This is an optimization exercise on Yosys and OpenROAD, whose aim is small area, a short achievable clock period and few clock cycles, not a production implementation.
In this exercise RTL edits were held to simulation tests only and were not proved equivalent to the original.

==> run a <==
## dvb_voice
module dvb_voice (
    input  wire        clk,
    input  wire        rst,
    input  wire        cfg_we,
    input  wire [6:0]  cfg_addr,
    input  wire [7:0]  cfg_data,
    input  wire        cmd_valid,
    output wire        cmd_ready,
    input  wire [1:0]  cmd_op,
    input  wire [6:0]  cmd_note,
    input  wire [6:0]  cmd_vel,
    input  wire [15:0] cmd_count,
    output wire        out_valid,
    input  wire        out_ready,
    output wire [15:0] out_sample,
    output wire        active
);
    localparam [2:0] ENV_OFF     = 3'b000;
    localparam [2:0] ENV_ATTACK  = 3'b100;
    localparam [2:0] ENV_DECAY   = 3'b101;
    localparam [2:0] ENV_SUSTAIN = 3'b110;
    localparam [2:0] ENV_RELEASE = 3'b111;
    localparam [1:0] C_IDLE   = 2'd0;
    localparam [1:0] C_CMD    = 2'd1;
    localparam [1:0] C_NOTEON = 2'd2;
    localparam [1:0] C_RENDER = 2'd3;
    localparam [3:0] U_START = 4'd0;
    localparam [3:0] U_VIB   = 4'd1;
    localparam [3:0] U_U     = 4'd2;
    localparam [3:0] U_F     = 4'd3;
    localparam [3:0] U_FMOV  = 4'd4;
    localparam [3:0] U_FINE  = 4'd5;
    localparam [3:0] U_RMOV  = 4'd6;
    localparam [3:0] U_X     = 4'd7;
    localparam [3:0] U_DSET  = 4'd8;
    localparam [3:0] U_DIV   = 4'd9;
    localparam [3:0] U_SSET  = 4'd10;
    localparam [3:0] U_SDIV  = 4'd11;
    localparam [3:0] U_KSET  = 4'd12;
    localparam [3:0] U_KMUL  = 4'd13;
    localparam [3:0] U_DONE  = 4'd14;
    reg [1:0]   initial_wave;
    reg [7:0]   seq_speed;
    reg [4:0]   seq_length;
    reg [7:0]   attack_length;
    reg [6:0]   attack_level;
    reg [7:0]   decay_length;
    reg [6:0]   decay_level;
    reg [7:0]   sustain_length;
    reg [6:0]   sustain_level;
    reg [7:0]   release_length;
    reg [7:0]   vib_delay;
    reg [5:0]   vib_speed;       
    reg [7:0]   vib_depth;
    reg [4:0]   arp_length;
    reg [31:0]  seq_waves;       
    reg [127:0] arp_offsets;     
    reg [15:0]  sample_rate;
    reg        cfg_we_q;
    reg [6:0]  cfg_addr_q;
    reg [7:0]  cfg_data_q;
    reg        rst_q;
    always @(posedge clk) begin
        cfg_we_q   <= cfg_we;
        cfg_addr_q <= cfg_addr;
        cfg_data_q <= cfg_data;
        rst_q      <= rst;
    end
    wire [1:0] cfg_wave  = (cfg_data_q[7:2] != 6'd0) ? 2'd3 : cfg_data_q[1:0];
  ...
Settings: LEC_CHECK=0, ABC_AREA=1, ABC_CLOCK_PERIOD_IN_PS=100000, CAP_MARGIN=20, CORE_MARGIN=2, CORE_UTILIZATION=40, PLACE_DENSITY=0.6, SLEW_MARGIN=20; clock period 180.0 ns.
run.sh (not shown) runs the stock make flow with config.mk's settings and CLKGATE_MAP_FILE= SYNTH_SCRIPT=/design/flow/synth_recipe.tcl, a recipe that flattens the netlist after the stock synthesis.
==> inputs of run b, as changes to run a <==
--- a/flow/design.v
+++ b/flow/design.v
@@ -48,17 +48,18 @@
     localparam [3:0] U_F     = 4'd3;
     localparam [3:0] U_FMOV  = 4'd4;
     localparam [3:0] U_FINE  = 4'd5;
     localparam [3:0] U_RMOV  = 4'd6;
     localparam [3:0] U_X     = 4'd7;
-    localparam [3:0] U_DSET  = 4'd8;
+    localparam [3:0] U_XMOV  = 4'd8;
     localparam [3:0] U_DIV   = 4'd9;
     localparam [3:0] U_SSET  = 4'd10;
     localparam [3:0] U_SDIV  = 4'd11;
     localparam [3:0] U_KSET  = 4'd12;
     localparam [3:0] U_KMUL  = 4'd13;
     localparam [3:0] U_DONE  = 4'd14;
+    localparam [3:0] U_PMOV  = 4'd15;
     reg [1:0]   initial_wave;
     reg [7:0]   seq_speed;
     reg [4:0]   seq_length;
     reg [7:0]   attack_length;
     reg [6:0]   attack_level;
@@ -150,11 +151,10 @@
     assign active = active_q;
     reg [3:0]  ust;
     reg [5:0]  cnt;
     reg        eng_next;        
     reg [32:0] acc;
-    reg [15:0] rem;
     reg [22:0] qr;
     reg [21:0] pin;             
     wire       vdl_nz  = (vib_delay_left != 8'd0);
     wire [7:0] vdl_dec;
     wire       vdl_co;
@@ -319,15 +319,14 @@
             5'd30: sin_mag = 15'd3196;
             default: sin_mag = 15'd1606;
         endcase
     end
     wire sin_neg  = e_vp[5];
-    wire vib_zero = (vib_depth == 8'd0) || (e_vp[4:0] == 5'd0);
     reg  [3:0]  u_oct;
     reg  [1:0]  u_m3;
     always @(*) begin
-        case (rem[15:10])
+        case (pin[15:10])
             6'd0:  begin u_oct = 4'd0;  u_m3 = 2'd0; end
             6'd1:  begin u_oct = 4'd0;  u_m3 = 2'd1; end
             6'd2:  begin u_oct = 4'd0;  u_m3 = 2'd2; end
             6'd3:  begin u_oct = 4'd1;  u_m3 = 2'd0; end
             6'd4:  begin u_oct = 4'd1;  u_m3 = 2'd1; end
@@ -374,11 +373,11 @@
             6'd45: begin u_oct = 4'd15; u_m3 = 2'd0; end
             6'd46: begin u_oct = 4'd15; u_m3 = 2'd1; end
             default: begin u_oct = 4'd15; u_m3 = 2'd2; end
         endcase
     end
-    wire [3:0] u_semi = {u_m3, rem[9:8]};
+    wire [3:0] u_semi = {u_m3, pin[9:8]};
     reg [16:0] semi_rd;
     always @(*) begin
         case (u_semi)
             4'd0:  semi_rd = 17'd65536;
             4'd1:  semi_rd = 17'd69433;
@@ -407,10 +406,17 @@
                           .s(note_a), .co(note_co));
     wire [5:0] div_n0 = (e_aw == 2'd0) ? 6'd20 : (e_aw == 2'd3) ? 6'd22 : 6'd21;    
     wire [5:0] div_n;
     wire       div_n_co;
     dvb_rca #(6) u_divn (.a(div_n0), .b({2'd0, u_oct}), .ci(1'b0), .s(div_n), .co(div_n_co));
+    wire [5:0] div_kp;
+    wire       div_kp_co;
+    dvb_rca #(6) u_divk (.a(div_n), .b(6'd42), .ci(1'b0), .s(div_kp), .co(div_kp_co));    
+    wire [5:0] kp_cmp_s;
+    wire       kp_ge;           
+    dvb_rca #(6) u_kpc (.a(cnt), .b(~div_kp), .ci(1'b1), .s(kp_cmp_s), .co(kp_ge));
+    wire       num_live = div_kp[5] | (div_kp == 6'd0) | kp_ge;
     wire [6:0] dec_diff;
     wire       dec_co;
     dvb_rca #(7) u_ddf (.a(attack_level), .b(~decay_level_eff), .ci(1'b1), .s(dec_diff), .co(dec_co));
     reg [6:0] st_lvl;
     reg [7:0] st_len;
@@ -424,11 +430,11 @@
     localparam [5:0] C55 = 6'd55;
     reg        mbit;
     always @(*) begin
         case (ust)
             U_VIB:   mbit = vib_depth[cnt[2:0]];
-            U_F:     mbit = rem[cnt[2:0]];
+            U_F:     mbit = pin[cnt[2:0]];
             U_FINE:  mbit = qr[16];
             U_X:     mbit = C55[cnt[2:0]];
             U_KMUL:  mbit = velocity[cnt[2:0]];
             default: mbit = 1'b0;
         endcase
@@ -436,38 +442,34 @@
     reg [32:0] mval;
     reg        mneg;
     always @(*) begin
         mneg = 1'b0;
         case (ust)
-            U_START: mval = vib_zero ? {{8{note_a[10]}}, note_a, 14'd0} : {{16{note_a[10]}}, note_a, 6'd0};
+            U_START: mval = {{16{note_a[10]}}, note_a, 6'd0};
             U_VIB:   begin mval = {18'd0, sin_mag}; mneg = sin_neg; end
             U_F:     mval = 33'd3897;
             U_FINE:  mval = {16'd0, semi_rd};
             U_X:     mval = {16'd0, qr[16:0]};
-            U_SSET:  mval = {26'd0, st_lvl};
+            U_DIV:   begin mval = {17'd0, rate_eff}; mneg = ~acc[32]; end
+            U_SDIV:  begin mval = {25'd0, st_len}; mneg = ~acc[32]; end
             U_KMUL:  mval = {10'd0, eng_next ? vol_n : env_volume};
             default: mval = 33'd0;
         endcase
     end
+    wire div_st  = (ust == U_DIV) || (ust == U_SDIV);
+    wire div_fd  = qr[22] & ((ust == U_SDIV) | num_live);
     wire acc_clr = (ust == U_START) || (ust == U_U) || (ust == U_FMOV) || (ust == U_RMOV) ||
-                   (ust == U_SSET) || (ust == U_KSET);
-    wire acc_add = (ust == U_START) || (ust == U_SSET) || mbit;
-    wire [32:0] acc_a = acc_clr ? 33'd0 : {acc[31:0], 1'b0};
+                   (ust == U_XMOV) || (ust == U_SSET) || (ust == U_KSET);
+    wire acc_add = (ust == U_START) || div_st || mbit;
+    wire [32:0] acc_a = acc_clr ? 33'd0 : {acc[31:0], div_st & div_fd};
     wire [32:0] acc_b = acc_add ? (mneg ? ~mval : mval) : 33'd0;
     wire [32:0] acc_sum;
     wire        acc_co;
     dvb_rca #(33) u_acc (.a(acc_a), .b(acc_b), .ci(acc_add & mneg), .s(acc_sum), .co(acc_co));
     wire [26:0] u_raw  = acc[32:6];
     wire        u_over = (u_raw[25:16] != 10'd0) || (u_raw[15] && u_raw[14]);
     wire [15:0] u_cl   = u_raw[26] ? 16'd0 : u_over ? 16'd49151 : u_raw[15:0];
-    wire        div_bit = (ust == U_SDIV) ? acc[6] : acc[22];
-    wire [16:0] div_r2  = {rem, div_bit};
-    wire [15:0] div_d   = (ust == U_SDIV) ? {8'd0, st_len} : rate_eff;
-    wire [16:0] div_df;
-    wire        div_q;
-    dvb_rca #(17) u_div (.a(div_r2), .b(~{1'b0, div_d}), .ci(1'b1), .s(div_df), .co(div_q));
-    wire [15:0] div_rn  = div_q ? div_df[15:0] : div_r2[15:0];
     wire [5:0] cnt_dec;
     wire       cnt_co;
     dvb_rca #(6) u_cnt (.a(cnt), .b(6'h3f), .ci(1'b0), .s(cnt_dec), .co(cnt_co));
     wire       cnt_z = (cnt == 6'd0);
     wire eng_ready = (ust == U_DONE) && eng_next;
@@ -527,16 +529,18 @@
                     default: w_mag = 8'd12;
                 endcase
             end
         endcase
     end
+    wire [7:0] wm = w_mag & {8{env_state[2]}};
+    wire       wn = w_neg & env_state[2];
     wire [28:0] pp [0:6];
     wire [35:0] prow [0:6];
     genvar gi;
     generate
         for (gi = 0; gi < 7; gi = gi + 1) begin : g_pp
-            assign pp[gi] = w_mag[gi] ? vol_vel : 29'd0;
+            assign pp[gi] = wm[gi] ? vol_vel : 29'd0;
         end
         assign prow[0] = {7'd0, pp[0]};
         for (gi = 1; gi < 7; gi = gi + 1) begin : g_row
             wire [28:0] rs;
             wire        rc;
@@ -546,11 +550,11 @@
             end else begin : g_last
                 assign prow[gi] = {rc, rs, prow[gi-1][gi-1:0]};
             end
         end
     endgenerate
-    wire [20:0] s_x = w_mag[7] ? vol_vel[28:8] : prow[6][35:15];
+    wire [20:0] s_x = wm[7] ? vol_vel[28:8] : prow[6][35:15];
     wire [13:0] s_a = s_x[20:7];
     wire [13:0] s_c;
     wire        s_cc;
     dvb_rca #(14) u_dc (.a(s_a), .b({7'd0, s_x[6:0]}), .ci(1'b0), .s(s_c), .co(s_cc));
     wire [7:0]  s_a2 = {s_cc, s_c[13:7]};
@@ -566,11 +570,11 @@
     wire        s_qc;
     dvb_rca #(14) u_dq (.a(s_a), .b({6'd0, s_t}), .ci(1'b0), .s(s_q0), .co(s_qc));
     wire [15:0] s_q = {1'b0, s_qc, s_q0};
     wire [15:0] sample;
     wire        smp_co;
-    dvb_rca #(16) u_neg (.a(s_q ^ {16{w_neg}}), .b(16'd0), .ci(w_neg), .s(sample), .co(smp_co));
+    dvb_rca #(16) u_neg (.a(s_q ^ {16{wn}}), .b(16'd0), .ci(wn), .s(sample), .co(smp_co));
     wire [21:0] ph_sum;
     wire        ph_co;
     dvb_rca #(22) u_ph (.a(phase), .b(phase_inc), .ci(1'b0), .s(ph_sum), .co(ph_co));
     wire [15:0] tick_sum;
     wire        tick_c;
@@ -598,11 +602,11 @@
     wire fl_zero    = (frames_left == 16'd0);
     wire need_tick  = !ticked && env_state[2] && tick_due;
     wire prod_slot  = (ctl == C_RENDER) && !sv && !fl_zero;
     wire prod_frame = prod_slot && !need_tick;
     wire do_tick    = prod_slot && need_tick && eng_ready;
-    wire [15:0] new_sample = env_state[2] ? sample : 16'd0;
+    wire [15:0] new_sample = sample;
     wire o_free     = ~ov | out_ready;
     always @(posedge clk) begin
         if (rst) begin
             active_q <= 1'b0;
         end else if (ctl == C_CMD) begin
@@ -766,25 +770,26 @@
         if (rst_q) begin
             ust      <= U_DONE;
             eng_next <= 1'b0;
         end else begin
             case (ust)
-                U_START: ust <= vib_zero ? U_U : U_VIB;
+                U_START: ust <= U_VIB;
                 U_VIB:   if (cnt_z) ust <= U_U;
                 U_U:     ust <= (u_cl[7:0] == 8'd0) ? U_RMOV : U_F;
                 U_F:     if (cnt_z) ust <= U_FMOV;
                 U_FMOV:  ust <= (acc[19:8] == 12'd0) ? U_RMOV : U_FINE;
                 U_FINE:  if (cnt_z) ust <= U_RMOV;
                 U_RMOV:  ust <= U_X;
-                U_X:     if (cnt_z) ust <= U_DSET;
-                U_DSET:  ust <= U_DIV;
-                U_DIV:   if (cnt_z) ust <= eng_next ? U_SSET : U_KSET;
+                U_X:     if (cnt_z) ust <= U_XMOV;
+                U_XMOV:  ust <= U_DIV;
+                U_DIV:   if (cnt_z) ust <= U_PMOV;
+                U_PMOV:  ust <= eng_next ? U_SSET : U_KSET;
                 U_SSET:  ust <= U_SDIV;
                 U_SDIV:  if (cnt_z) ust <= U_KSET;
-                U_KSET:  ust <= U_KMUL;
+                U_KSET:  ust <= (!eng_next && env_state[1:0] == 2'b00) ? U_DONE : U_KMUL;
                 U_KMUL:  if (cnt_z) ust <= U_DONE;
-                default: begin
+                U_DONE: begin
                     if (!eng_next && ctl == C_NOTEON) begin
                         eng_next <= 1'b1;
                         ust      <= U_START;
                     end
                 end
@@ -801,24 +806,25 @@
             end
         end
     end
     always @(posedge clk) begin
         case (ust)
-            U_START, U_U, U_FMOV, U_RMOV, U_SSET, U_KSET, U_VIB, U_F, U_FINE, U_X, U_KMUL, U_DIV, U_SDIV:
+            U_START, U_U, U_FMOV, U_RMOV, U_XMOV, U_SSET, U_KSET, U_VIB, U_F, U_FINE, U_X, U_KMUL, U_DIV, U_SDIV:
                 acc <= acc_sum;
             default: ;
         endcase
         case (ust)
             U_START: cnt <= 6'd7;
-            U_U:     begin rem <= u_cl; cnt <= 6'd7; end
+            U_U:     begin pin <= {6'd0, u_cl}; cnt <= 6'd7; end
             U_FMOV:  begin qr <= {6'd0, 5'b10000, acc[19:8]}; cnt <= 6'd16; end
             U_FINE:  begin qr <= {qr[21:0], 1'b0}; cnt <= cnt_dec; end
             U_RMOV:  begin qr <= {6'd0, (acc[32:16] == 17'd0) ? semi_rd : acc[32:16]}; cnt <= 6'd5; end
-            U_DSET:  begin cnt <= div_n; rem <= 16'd0; pin <= 22'd0; end
-            U_DIV:   begin rem <= div_rn; pin <= {pin[20:0], div_q}; cnt <= cnt_dec; end
-            U_SSET:  begin rem <= 16'd0; cnt <= 6'd22; end
-            U_SDIV:  begin rem <= div_rn; qr <= {qr[21:0], div_q}; cnt <= cnt_dec; end
+            U_XMOV:  begin qr <= acc[22:0]; cnt <= div_n; end
+            U_DIV:   begin qr <= {qr[21:0], ~acc_sum[32]}; cnt <= cnt_dec; end
+            U_PMOV:  pin <= {qr[21] & (div_n != 6'd20), qr[20:0]};
+            U_SSET:  begin qr <= {st_lvl, 16'd0}; cnt <= 6'd22; end
+            U_SDIV:  begin qr <= {qr[21:0], ~acc_sum[32]}; cnt <= cnt_dec; end
             U_KSET:  cnt <= 6'd6;
             U_VIB, U_F, U_X, U_KMUL: cnt <= cnt_dec;
             default: ;
         endcase
     end
==> comparison <==
- Between run a and run b, the lower die area is in run b (gap 2.1%, measured against run b).
- Of run b and run a, run b has the higher non-clock buffer count (gap 8).
- Against run a, the clock-buffer cell count of run b is higher by 6.
- Of run a and run b, run a has the higher core utilization (gap 0.21 points).
- Of run b and run a, run a has the higher hold slack (gap 0.0058 ns).
- In run b the sequential share of layout area is lower than in run a, by 0.12 points.
- Critical path depth is the same in run a and run b.
- In run b the via count is larger than in run a, by about 0.26%.
- Run b went through all stages and came out clean. Run a ran to the end with no violations.
Testbench counts of run a, summed over its fixed seeds: cycles 645,731.
Testbench counts of run b, summed over its fixed seeds: cycles 646,383.

[what the ideal ports hide]
In the flow no input, the clock included, has a driving cell. The finished layouts below were timed again as built, in two steps. Step 1: set_driving_cell puts a clkbuf_16 on clk and a buf_2 on each other input, an assumption about the parent block. Step 2 adds t to the input delays and takes it off the output delays; t is the mean of the earliest and latest rising clock arrival at the registers after step 1. Input paths then give back, and output paths get back, about the clock's delay inside the block. a / b / c = ideal ports / drivers / drivers and shift; a / b = the first two.
| run | shift t [ns] | setup slack, ns | hold WS [ns] | worst register clock-pin slew, ns | cell pins on the clock port's net |
|---|---|---|---|---|---|
| run a | 0.682 | 142.446 / 142.382 / 142.399 | 0.421 / 0.421 / 0.421 | 0.06 / 0.06 | 1 |
| run b | 0.697 | 142.442 / 142.370 / 142.146 | 0.415 / 0.415 / 0.415 | 0.07 / 0.07 | 1 |
After both steps setup and hold are still met in every run listed. The setup slack of run b, which loses most, moves by -0.072 ns with the drivers and by -0.296 ns with both steps.
